Background: an optimization exercise with open tools, aiming at small area, a short achievable clock period and few clock cycles per item. Do not read the settings as production practice. Only simulation tests tie the RTL to the original design; equivalence was not proved.

==> v15: inputs <==
// pck_cost
module pck_cost (
    input  wire         clk,
    input  wire         rst,         
    input  wire         in_valid,
    output wire         in_ready,
    input  wire [2:0]   in_op,       
    input  wire [127:0] in_src,      
    input  wire [127:0] in_ref,
    output wire         out_valid,
    input  wire         out_ready,
    output wire [16:0]  out_cost
);
==> flow/config.mk <==
export PLATFORM = sky130hd
export DESIGN_NAME = pck_cost
export DESIGN_NICKNAME = pck_cost
export VERILOG_FILES = /design/flow/design.v
export SDC_FILE = /design/flow/constraint.sdc
export NUM_CORES = 4
export LEC_CHECK = 0
export CAP_MARGIN = 20
export CORE_MARGIN = 2
export CORE_UTILIZATION = 55
export CTS_CLUSTER_DIAMETER = 100
export CTS_CLUSTER_SIZE = 28
export SLEW_MARGIN = 20
==> flow/constraint.sdc <==
create_clock -name core_clock -period 27.0 [get_ports {clk}]
set_input_delay 5.4000 -clock core_clock [delete_from_list [all_inputs] [get_ports {clk}]]
set_output_delay 5.4000 -clock core_clock [all_outputs]
set_load 0.01 [all_outputs]
run.sh (not shown) runs the stock make flow with config.mk's settings and CLKGATE_MAP_FILE= SYNTH_SCRIPT=/design/flow/synth_recipe.tcl, a recipe that flattens the netlist after the stock synthesis.
==> v8 (differences from v15) <==
--- a/flow/design.v
+++ b/flow/design.v
@@ -155,16 +155,19 @@
     output wire         out_valid,
     input  wire         out_ready,
     output wire [16:0]  out_cost
 );
     localparam QD = 9;       
     localparam BD = QD - 1;  
-    localparam P4 = 9;       
-    localparam P2 = 14;      
-    localparam P1 = 17;      
-    localparam PO = 18;      
+    localparam K8 = 1;       
+    localparam K4 = 0;       
+    localparam K2 = 1;       
+    localparam P4 = 8 + K8;          
+    localparam P2 = P4 + 4 + K4;     
+    localparam P1 = P2 + 2 + K2;     
+    localparam PO = P1 + 1;          
     genvar g;
     integer k;
     reg         rdy_r;
     reg         r_v;
     reg [2:0]   r_op;
     reg [127:0] r_src, r_ref;
@@ -259,17 +262,17 @@
         end
     end
     wire [16*10-1:0] s8_y;
     wire [16*11-1:0] s4_y;
     wire [16*12-1:0] s2_y;
     wire [16*13-1:0] s1_y;
-    pck_sdf_stage #(.L(8), .IW(9),  .OW(10), .CUT(1)) u_s8 (
+    pck_sdf_stage #(.L(8), .IW(9),  .OW(10), .CUT(K8)) u_s8 (
         .clk(clk), .adv(adv), .comb(c8),      .x(dd),   .xf(dv),   .y(s8_y));
-    pck_sdf_stage #(.L(4), .IW(10), .OW(11), .CUT(1)) u_s4 (
+    pck_sdf_stage #(.L(4), .IW(10), .OW(11), .CUT(K4)) u_s4 (
         .clk(clk), .adv(adv), .comb(tc4[P4]), .x(s8_y), .xf(s8_y), .y(s4_y));
-    pck_sdf_stage #(.L(2), .IW(11), .OW(12), .CUT(1)) u_s2 (
+    pck_sdf_stage #(.L(2), .IW(11), .OW(12), .CUT(K2)) u_s2 (
         .clk(clk), .adv(adv), .comb(tc2[P2]), .x(s4_y), .xf(s4_y), .y(s2_y));
     pck_sdf_stage #(.L(1), .IW(12), .OW(13), .CUT(0)) u_s1 (
         .clk(clk), .adv(adv), .comb(tc1[P1]), .x(s2_y), .xf(s2_y), .y(s1_y));
     reg [16*13-1:0] p1_x;
     reg             p1_v, p1_l, p1_s;
     always @(posedge clk) begin
==> v33 (differences from v15) <==
--- a/flow/design.v
+++ b/flow/design.v
@@ -32,13 +32,13 @@
     assign s = a ^ b ^ c;
     assign y = {m[W-2:0], ci};
 endmodule
 module pck_hadamard16 #(
     parameter IW = 13,   
     parameter OW = 17,   
-    parameter B  = 8     
+    parameter B  = 9     
 ) (
     input  wire             clk,
     input  wire [16*IW-1:0] x,
     output wire [16*OW-1:0] y
 );
     localparam HW = OW - B;
@@ -103,39 +103,37 @@
     parameter OW  = 10,
     parameter CUT = 1
 ) (
     input  wire             clk,
     input  wire             adv,
     input  wire             comb,
-    input  wire [16*IW-1:0] x,       
-    input  wire [16*IW-1:0] xf,      
+    input  wire [16*IW-1:0] x,
     output wire [16*OW-1:0] y
 );
     localparam W = 16*OW;
     reg  [L*W-1:0]   sr;         
     wire [W-1:0]     head = sr[W*(L-1) +: W];
     wire [W-1:0]     push;
     wire [W-1:0]     yc;
     genvar i;
     generate
         for (i = 0; i < 16; i = i + 1) begin : g_ln
             wire [OW-1:0] xe = {{(OW-IW){x[IW*i+IW-1]}}, x[IW*i +: IW]};
-            wire [OW-1:0] xs = {{(OW-IW){xf[IW*i+IW-1]}}, xf[IW*i +: IW]};
             wire [OW-1:0] h  = head[OW*i +: OW];
-            wire [OW-1:0] sm, df;
-            pck_rca #(.W(OW)) u_add (.a(h), .b(xe),  .ci(1'b0), .s(sm), .co());
+            wire [OW-1:0] df;
+            pck_rca #(.W(OW)) u_add (.a(h), .b(xe & {OW{comb}}), .ci(1'b0),
+                                     .s(yc[OW*i +: OW]), .co());
             pck_rca #(.W(OW)) u_sub (.a(h), .b(~xe), .ci(1'b1), .s(df), .co());
-            assign yc[OW*i +: OW]   = comb ? sm : h;
-            assign push[OW*i +: OW] = comb ? df : xs;
+            assign push[OW*i +: OW] = comb ? df : xe;
         end
         if (L == 1) begin : g_one
             always @(posedge clk)
                 if (adv) sr <= push;
         end else begin : g_many
             always @(posedge clk)
-                sr <= {sr[0 +: (L-1)*W], adv ? push : head};
+                if (adv) sr <= {sr[0 +: (L-1)*W], push};
         end
         if (CUT) begin : g_cut
             reg [W-1:0] yr;
             always @(posedge clk)
                 if (adv) yr <= yc;
             assign y = yr;
@@ -153,13 +151,13 @@
     input  wire [127:0] in_src,      
     input  wire [127:0] in_ref,
     output wire         out_valid,
     input  wire         out_ready,
     output wire [16:0]  out_cost
 );
-    localparam QD = 9;       
+    localparam QD = 8;       
     localparam BD = QD - 1;  
     localparam P4 = 9;       
     localparam P2 = 14;      
     localparam P1 = 17;      
     localparam PO = 18;      
     genvar g;
@@ -204,85 +202,86 @@
         end else if (r_v) begin
             m_sz   <= sz;
             m_satd <= satd;
             row    <= last ? 4'd0 : row + 4'd1;
         end
     end
-    wire [16*9-1:0] dd, dv;
+    wire [16*9-1:0] dv;
     generate
         for (g = 0; g < 16; g = g + 1) begin : g_diff
             wire [8:0] d1, d2;
             pck_rca #(.W(9)) u_d1 (.a({1'b0, r_src[8*g +: 8]}), .b(~{1'b0, r_ref[8*g +: 8]}),
                                    .ci(1'b1), .s(d1), .co());
             pck_rca #(.W(9)) u_d2 (.a({1'b0, r_ref[8*g +: 8]}), .b(~{1'b0, r_src[8*g +: 8]}),
                                    .ci(1'b1), .s(d2), .co());
             wire [8:0] a  = (!satd && d1[8]) ? d2 : d1;
             wire       on = (g < 4) ? 1'b1 : (g < 8) ? (sz != 2'd0) : (sz == 2'd2);
-            assign dd[9*g +: 9] = d1;
             assign dv[9*g +: 9] = on ? a : 9'd0;
         end
     endgenerate
-    wire c8 = r_v && satd && (sz == 2'd2) && row[3];
-    wire c4 = r_v && satd && (sz != 2'd0) && row[2];
-    wire c2 = r_v && satd && row[1];
-    wire c1 = r_v && satd && row[0];
-    reg        sdf_mid;      
-    reg  [2:0] rot;
-    wire adv = (rot == 3'd0) && (r_v || !sdf_mid);
+    reg             w_v, w_last, w_satd, c8, c4, c2, c1;
+    reg [16*9-1:0]  d_r;
     always @(posedge clk) begin
-        if (rst) begin
+        d_r    <= dv;
+        w_v    <= !rst && r_v;
+        w_last <= last;
+        w_satd <= satd;
+        c8     <= r_v && satd && (sz == 2'd2) && row[3];
+        c4     <= r_v && satd && (sz != 2'd0) && row[2];
+        c2     <= r_v && satd && row[1];
+        c1     <= r_v && satd && row[0];
+    end
+    reg  sdf_mid;            
+    wire adv = w_v || !sdf_mid;
+    always @(posedge clk) begin
+        if (rst)
             sdf_mid <= 1'b0;
-            rot     <= 3'd0;
-        end else begin
-            if (r_v)
-                sdf_mid <= !last;
-            if (!adv)
-                rot <= rot + 3'd1;
-        end
+        else if (w_v)
+            sdf_mid <= !w_last;
     end
     reg [PO:1] tv, tl, ts;
     reg [P1:1] tc1;
     reg [P2:1] tc2;
     reg [P4:1] tc4;
     always @(posedge clk) begin
         if (rst)
             tv <= {PO{1'b0}};
         else if (adv)
-            tv <= {tv[PO-1:1], r_v};
+            tv <= {tv[PO-1:1], w_v};
     end
     always @(posedge clk) begin
         if (adv) begin
-            tl  <= {tl[PO-1:1], last};
-            ts  <= {ts[PO-1:1], satd};
+            tl  <= {tl[PO-1:1], w_last};
+            ts  <= {ts[PO-1:1], w_satd};
             tc4 <= {tc4[P4-1:1], c4};
             tc2 <= {tc2[P2-1:1], c2};
             tc1 <= {tc1[P1-1:1], c1};
         end
     end
     wire [16*10-1:0] s8_y;
     wire [16*11-1:0] s4_y;
     wire [16*12-1:0] s2_y;
     wire [16*13-1:0] s1_y;
     pck_sdf_stage #(.L(8), .IW(9),  .OW(10), .CUT(1)) u_s8 (
-        .clk(clk), .adv(adv), .comb(c8),      .x(dd),   .xf(dv),   .y(s8_y));
+        .clk(clk), .adv(adv), .comb(c8),      .x(d_r),  .y(s8_y));
     pck_sdf_stage #(.L(4), .IW(10), .OW(11), .CUT(1)) u_s4 (
-        .clk(clk), .adv(adv), .comb(tc4[P4]), .x(s8_y), .xf(s8_y), .y(s4_y));
+        .clk(clk), .adv(adv), .comb(tc4[P4]), .x(s8_y), .y(s4_y));
     pck_sdf_stage #(.L(2), .IW(11), .OW(12), .CUT(1)) u_s2 (
-        .clk(clk), .adv(adv), .comb(tc2[P2]), .x(s4_y), .xf(s4_y), .y(s2_y));
+        .clk(clk), .adv(adv), .comb(tc2[P2]), .x(s4_y), .y(s2_y));
     pck_sdf_stage #(.L(1), .IW(12), .OW(13), .CUT(0)) u_s1 (
-        .clk(clk), .adv(adv), .comb(tc1[P1]), .x(s2_y), .xf(s2_y), .y(s1_y));
+        .clk(clk), .adv(adv), .comb(tc1[P1]), .x(s2_y), .y(s1_y));
     reg [16*13-1:0] p1_x;
     reg             p1_v, p1_l, p1_s;
     always @(posedge clk) begin
         p1_x <= s1_y;
         p1_v <= !rst && adv && tv[PO];
         p1_l <= tl[PO];
         p1_s <= ts[PO];
     end
     wire [16*17-1:0] t_row;
-    pck_hadamard16 #(.IW(13), .OW(17), .B(8)) u_row_tf (
+    pck_hadamard16 #(.IW(13), .OW(17), .B(9)) u_row_tf (
         .clk (clk),
         .x   (p1_x),
         .y   (t_row)
     );
     reg pw_v, pw_l, pw_s;
     always @(posedge clk) begin
@@ -380,59 +379,49 @@
     wire [16:0] push_cost = f_s ? total[19:3] : total[16:0];
     reg         o_v;
     reg  [16:0] o_cost;
     reg  [17*BD-1:0] qb;
     reg  [2:0]  q_rd, q_wr;
     reg  [3:0]  q_n;         
-    wire        q_any  = (q_n != 4'd0);
+    wire        pop   = o_v && out_ready;
+    wire        take  = pop || !o_v;            
+    wire        q_any = (q_n != 4'd0);
     wire [16:0] q_head = qb[17*q_rd +: 17];
-    wire [2:0]  q_rd1  = (q_rd == BD - 1) ? 3'd0 : q_rd + 3'd1;
-    wire [2:0]  q_wr1  = (q_wr == BD - 1) ? 3'd0 : q_wr + 3'd1;
-    wire        h_go0  = !o_v;                       
-    wire        in0    = push && (q_any || o_v);     
-    wire        out0   = h_go0 && q_any;
-    wire        in1    = push && q_any;
-    wire        out1   = q_any;
-    wire [3:0]  q_n0   = q_n + (in0 ? 4'd1 : 4'd0) - (out0 ? 4'd1 : 4'd0);
-    wire [3:0]  q_n1   = q_n + (in1 ? 4'd1 : 4'd0) - (out1 ? 4'd1 : 4'd0);
-    wire [16:0] h_next = q_any ? q_head : push_cost;
-    wire        v_next = q_any || push;
     always @(posedge clk) begin
-        if (out_ready || !o_v)
-            o_cost <= h_next;
+        if (take)
+            o_cost <= q_any ? q_head : push_cost;
         for (k = 0; k < BD; k = k + 1)
             if (push && q_wr == k)
                 qb[17*k +: 17] <= push_cost;
     end
+    wire q_in  = push && (q_any || !take);      
+    wire q_out = take && q_any;
     always @(posedge clk) begin
         if (rst) begin
             o_v  <= 1'b0;
             q_rd <= 3'd0;
             q_wr <= 3'd0;
             q_n  <= 4'd0;
         end else begin
-            o_v  <= (out_ready || !o_v) ? v_next : 1'b1;
-            q_wr <= (out_ready ? in1 : in0) ? q_wr1 : q_wr;
-            q_rd <= (out_ready ? out1 : out0) ? q_rd1 : q_rd;
-            q_n  <= out_ready ? q_n1 : q_n0;
+            if (take)
+                o_v <= q_any || push;
+            if (q_in)
+                q_wr <= (q_wr == BD - 1) ? 3'd0 : q_wr + 3'd1;
+            if (q_out)
+                q_rd <= (q_rd == BD - 1) ? 3'd0 : q_rd + 3'd1;
+            q_n <= q_n + (q_in ? 4'd1 : 4'd0) - (q_out ? 4'd1 : 4'd0);
         end
     end
     reg  [3:0] owed;
-    wire [3:0] owed_a  = owed + ((r_v && last) ? 4'd1 : 4'd0);
-    wire [3:0] owed_a1 = owed_a - (o_v ? 4'd1 : 4'd0);
-    wire       rdy_f   = (owed_a + 4'd2 <= QD);
-    wire       rdy_n   = (owed_a + 4'd1 <= QD);
-    wire       mid_n   = r_v ? !last : sdf_mid;
-    wire [2:0] rot_n   = adv ? 3'd0 : rot + 3'd1;
-    wire       rot_ok  = (rot_n == 3'd0) ? !mid_n : (rot_n == 3'd7);
+    wire [3:0] owed_a = owed + ((r_v && last) ? 4'd1 : 4'd0);
     always @(posedge clk) begin
         if (rst) begin
             owed  <= 4'd0;
             rdy_r <= 1'b1;
         end else begin
-            owed  <= out_ready ? owed_a1 : owed_a;
-            rdy_r <= (in_valid && rdy_r) ? rdy_f : (rdy_n && rot_ok);
+            owed  <= owed_a - (pop ? 4'd1 : 4'd0);
+            rdy_r <= in_fire ? (owed_a + 4'd2 <= QD) : (owed_a + 4'd1 <= QD);
         end
     end
     assign out_valid = o_v;
     assign out_cost  = o_cost;
 endmodule
==> flow/config.mk (replaced) <==
export PLATFORM = sky130hd
export DESIGN_NAME = pck_cost
export DESIGN_NICKNAME = pck_cost
export VERILOG_FILES = /design/flow/design.v
export SDC_FILE = /design/flow/constraint.sdc
export NUM_CORES = 4
export LEC_CHECK = 0
export CAP_MARGIN = 20
export CORE_MARGIN = 2
export CORE_UTILIZATION = 40
export SLEW_MARGIN = 20
==> v20 (differences from v15) <==
--- a/flow/design.v
+++ b/flow/design.v
@@ -153,25 +153,25 @@
     input  wire [127:0] in_src,      
     input  wire [127:0] in_ref,
     output wire         out_valid,
     input  wire         out_ready,
     output wire [16:0]  out_cost
 );
-    localparam QD = 9;       
+    localparam QD = 8;       
     localparam BD = QD - 1;  
     localparam P4 = 9;       
     localparam P2 = 14;      
     localparam P1 = 17;      
     localparam PO = 18;      
     genvar g;
     integer k;
-    reg         rdy_r;
+    reg         rdy_r, rdy_o;
     reg         r_v;
     reg [2:0]   r_op;
     reg [127:0] r_src, r_ref;
-    assign in_ready = rdy_r;
+    assign in_ready = rdy_o;
     wire   in_fire  = in_valid && rdy_r;
     always @(posedge clk) begin
         r_src <= in_src;
         r_ref <= in_ref;
         r_op  <= in_op;
         r_v   <= !rst && in_fire;
@@ -375,13 +375,13 @@
     end
     wire [9:0] f_hi;
     pck_rca #(.W(10)) u_fhi (.a(f_a), .b(f_b), .ci(f_co), .s(f_hi), .co());
     wire [19:0] total     = {f_hi, f_lo};
     wire        push      = f_v;
     wire [16:0] push_cost = f_s ? total[19:3] : total[16:0];
-    reg         o_v;
+    reg         o_v, o_vo;       
     reg  [16:0] o_cost;
     reg  [17*BD-1:0] qb;
     reg  [2:0]  q_rd, q_wr;
     reg  [3:0]  q_n;         
     wire        q_any  = (q_n != 4'd0);
     wire [16:0] q_head = qb[17*q_rd +: 17];
@@ -403,36 +403,39 @@
             if (push && q_wr == k)
                 qb[17*k +: 17] <= push_cost;
     end
     always @(posedge clk) begin
         if (rst) begin
             o_v  <= 1'b0;
+            o_vo <= 1'b0;
             q_rd <= 3'd0;
             q_wr <= 3'd0;
             q_n  <= 4'd0;
         end else begin
             o_v  <= (out_ready || !o_v) ? v_next : 1'b1;
+            o_vo <= (out_ready || !o_vo) ? v_next : 1'b1;
             q_wr <= (out_ready ? in1 : in0) ? q_wr1 : q_wr;
             q_rd <= (out_ready ? out1 : out0) ? q_rd1 : q_rd;
             q_n  <= out_ready ? q_n1 : q_n0;
         end
     end
     reg  [3:0] owed;
     wire [3:0] owed_a  = owed + ((r_v && last) ? 4'd1 : 4'd0);
     wire [3:0] owed_a1 = owed_a - (o_v ? 4'd1 : 4'd0);
-    wire       rdy_f   = (owed_a + 4'd2 <= QD);
     wire       rdy_n   = (owed_a + 4'd1 <= QD);
     wire       mid_n   = r_v ? !last : sdf_mid;
     wire [2:0] rot_n   = adv ? 3'd0 : rot + 3'd1;
     wire       rot_ok  = (rot_n == 3'd0) ? !mid_n : (rot_n == 3'd7);
     always @(posedge clk) begin
         if (rst) begin
             owed  <= 4'd0;
             rdy_r <= 1'b1;
+            rdy_o <= 1'b1;
         end else begin
             owed  <= out_ready ? owed_a1 : owed_a;
-            rdy_r <= (in_valid && rdy_r) ? rdy_f : (rdy_n && rot_ok);
+            rdy_r <= rdy_n && ((in_valid && rdy_r) || rot_ok);
+            rdy_o <= rdy_n && ((in_valid && rdy_o) || rot_ok);
         end
     end
-    assign out_valid = o_v;
+    assign out_valid = o_vo;
     assign out_cost  = o_cost;
 endmodule
==> flow/config.mk (replaced) <==
export PLATFORM = sky130hd
export DESIGN_NAME = pck_cost
export DESIGN_NICKNAME = pck_cost
export VERILOG_FILES = /design/flow/design.v
export SDC_FILE = /design/flow/constraint.sdc
export NUM_CORES = 4
export LEC_CHECK = 0
export CAP_MARGIN = 20
export CORE_MARGIN = 2
export CORE_UTILIZATION = 65
export CTS_CLUSTER_DIAMETER = 100
export CTS_CLUSTER_SIZE = 28
export SLEW_MARGIN = 20
==> results by group <==
Outcome
  • Status: timing/DRC/antenna clean

Cells and area
  • Fin nets: around 19000
  • Inverters: a little under 3000
  • Finished Layout Cells: 20320
  • Clock-cell share: between 2 and 3%
  • FILL cells: 28510

Setup path
  • Reg2Reg Launch Point: tc4[9]$_DFFE_PP_
  • CP Launch Point: tc4[9]$_DFFE_PP_
  • Arr. time, crit path: slightly above 10000 ps

Synth
  • Top cell type's share of synthesized area: between 30% and 40%
  • Synthesized instance count: about 16000
  • Synth Area in Simple Gates: under 10%
  • Post-synth top area cell: dfxtp_1

Die
  • Row cnt: roughly 220
-- figures above: v8

==> results by group <==
Cells and area
  • Fin nets: approximately 19000
  • Finished Layout Cells: roughly 20000
  • Clock-cell share: approximately 2.8%
  • Inverters: approximately 2900
  • FILL cells: 29190

Synth
  • Top cell type's share of synthesized area: between 30% and 40%
  • Synth Area in Simple Gates: between 3 and 4%
  • Post-synth top area cell: dfxtp_1

Outcome
  • Status: timing/DRC/antenna clean

Die
  • Row cnt: between 200 and 250

Setup path
  • Arr. time, crit path: just over 2000 ps
  • Reg2Reg Launch Point: u_row_tf.xh_r[18]$_DFF_P_

Worst hold path
  • Hold path cells: 0
-- figures above: v15

==> results by group <==
Outcome
  • Status: timing/DRC/antenna clean

Setup path
  • CP max FO: 137
  • CP Launch Point: tc2[14]$_DFFE_PN_
  • Arr. time, crit path: 8280 ps

Cells and area
  • FILL cells: 46610
  • Fin nets: between 15000 and 20000
  • Inverters: about 2600
  • Finished Layout Cells: around 22000

Synth
  • Synth Area in Simple Gates: about 4.3%
  • Top cell type's share of synthesized area: 47.04%

Die
  • Row cnt: between 200 and 300

Global routing
  • GR met3 Demand/Resource: approximately 1.8%
-- figures above: v33

==> results by group <==
Outcome
  • Status: timing/DRC/antenna clean

Synth
  • Synth Area in Simple Gates: approximately 4.1%
  • Post-synth top area cell: dfxtp_1

Setup path
  • Arr. time, crit path: approximately 1800 ps
  • Reg2Reg Launch Point: tc2[14]$_DFFE_PP_

Cells and area
  • Clock-cell share: about 2.7%
  • Inverters: between 2000 and 3000
  • Fin nets: 18850
-- figures above: v20

Testbench counts of v15, summed over its fixed seeds: cycles 22,668, blocks 2,400.
Testbench counts of v8, summed over its fixed seeds: cycles 22,660, blocks 2,400.
Testbench counts of v33, summed over its fixed seeds: cycles 22,677, blocks 2,400.
Testbench counts of v20, summed over its fixed seeds: cycles 22,668, blocks 2,400.

static timing again, ports no longer ideal:
In the flow no input, the clock included, has a driving cell. The finished layouts below were timed again as built, in two steps.
Step 1, drivers: a clkbuf_16 drives clk and a buf_2 each remaining input, both assumed.
Step 2 times the ports against the registers' clock, not the clock port: input delays grow and output delays shrink by t, the midpoint of the rising clock arrivals with the driver on.
Slacks: ideal ports / drivers / drivers and shift; pairs: ideal ports / drivers.
run | t, ns | setup WS [ns] | clock arrival spread, ns | worst slew at a driven data input, ns
v15 | 1.006 | 19.533 / 19.431 / 19.274 | 0.087 / 0.087 | 0.05
v8 | 1.015 | 17.630 / 17.630 / 17.630 | 0.068 / 0.068 | 0.08
v33 | 1.090 | 19.479 / 19.479 / 18.819 | 0.107 / 0.107 | 0.06
v20 | 0.996 | 19.777 / 19.676 / 19.663 | 0.074 / 0.073 | 0.06
After both steps every run listed still meets setup and hold. The setup slack of v33, which loses most, moves by 0.000 ns with the drivers and by -0.660 ns with both steps.
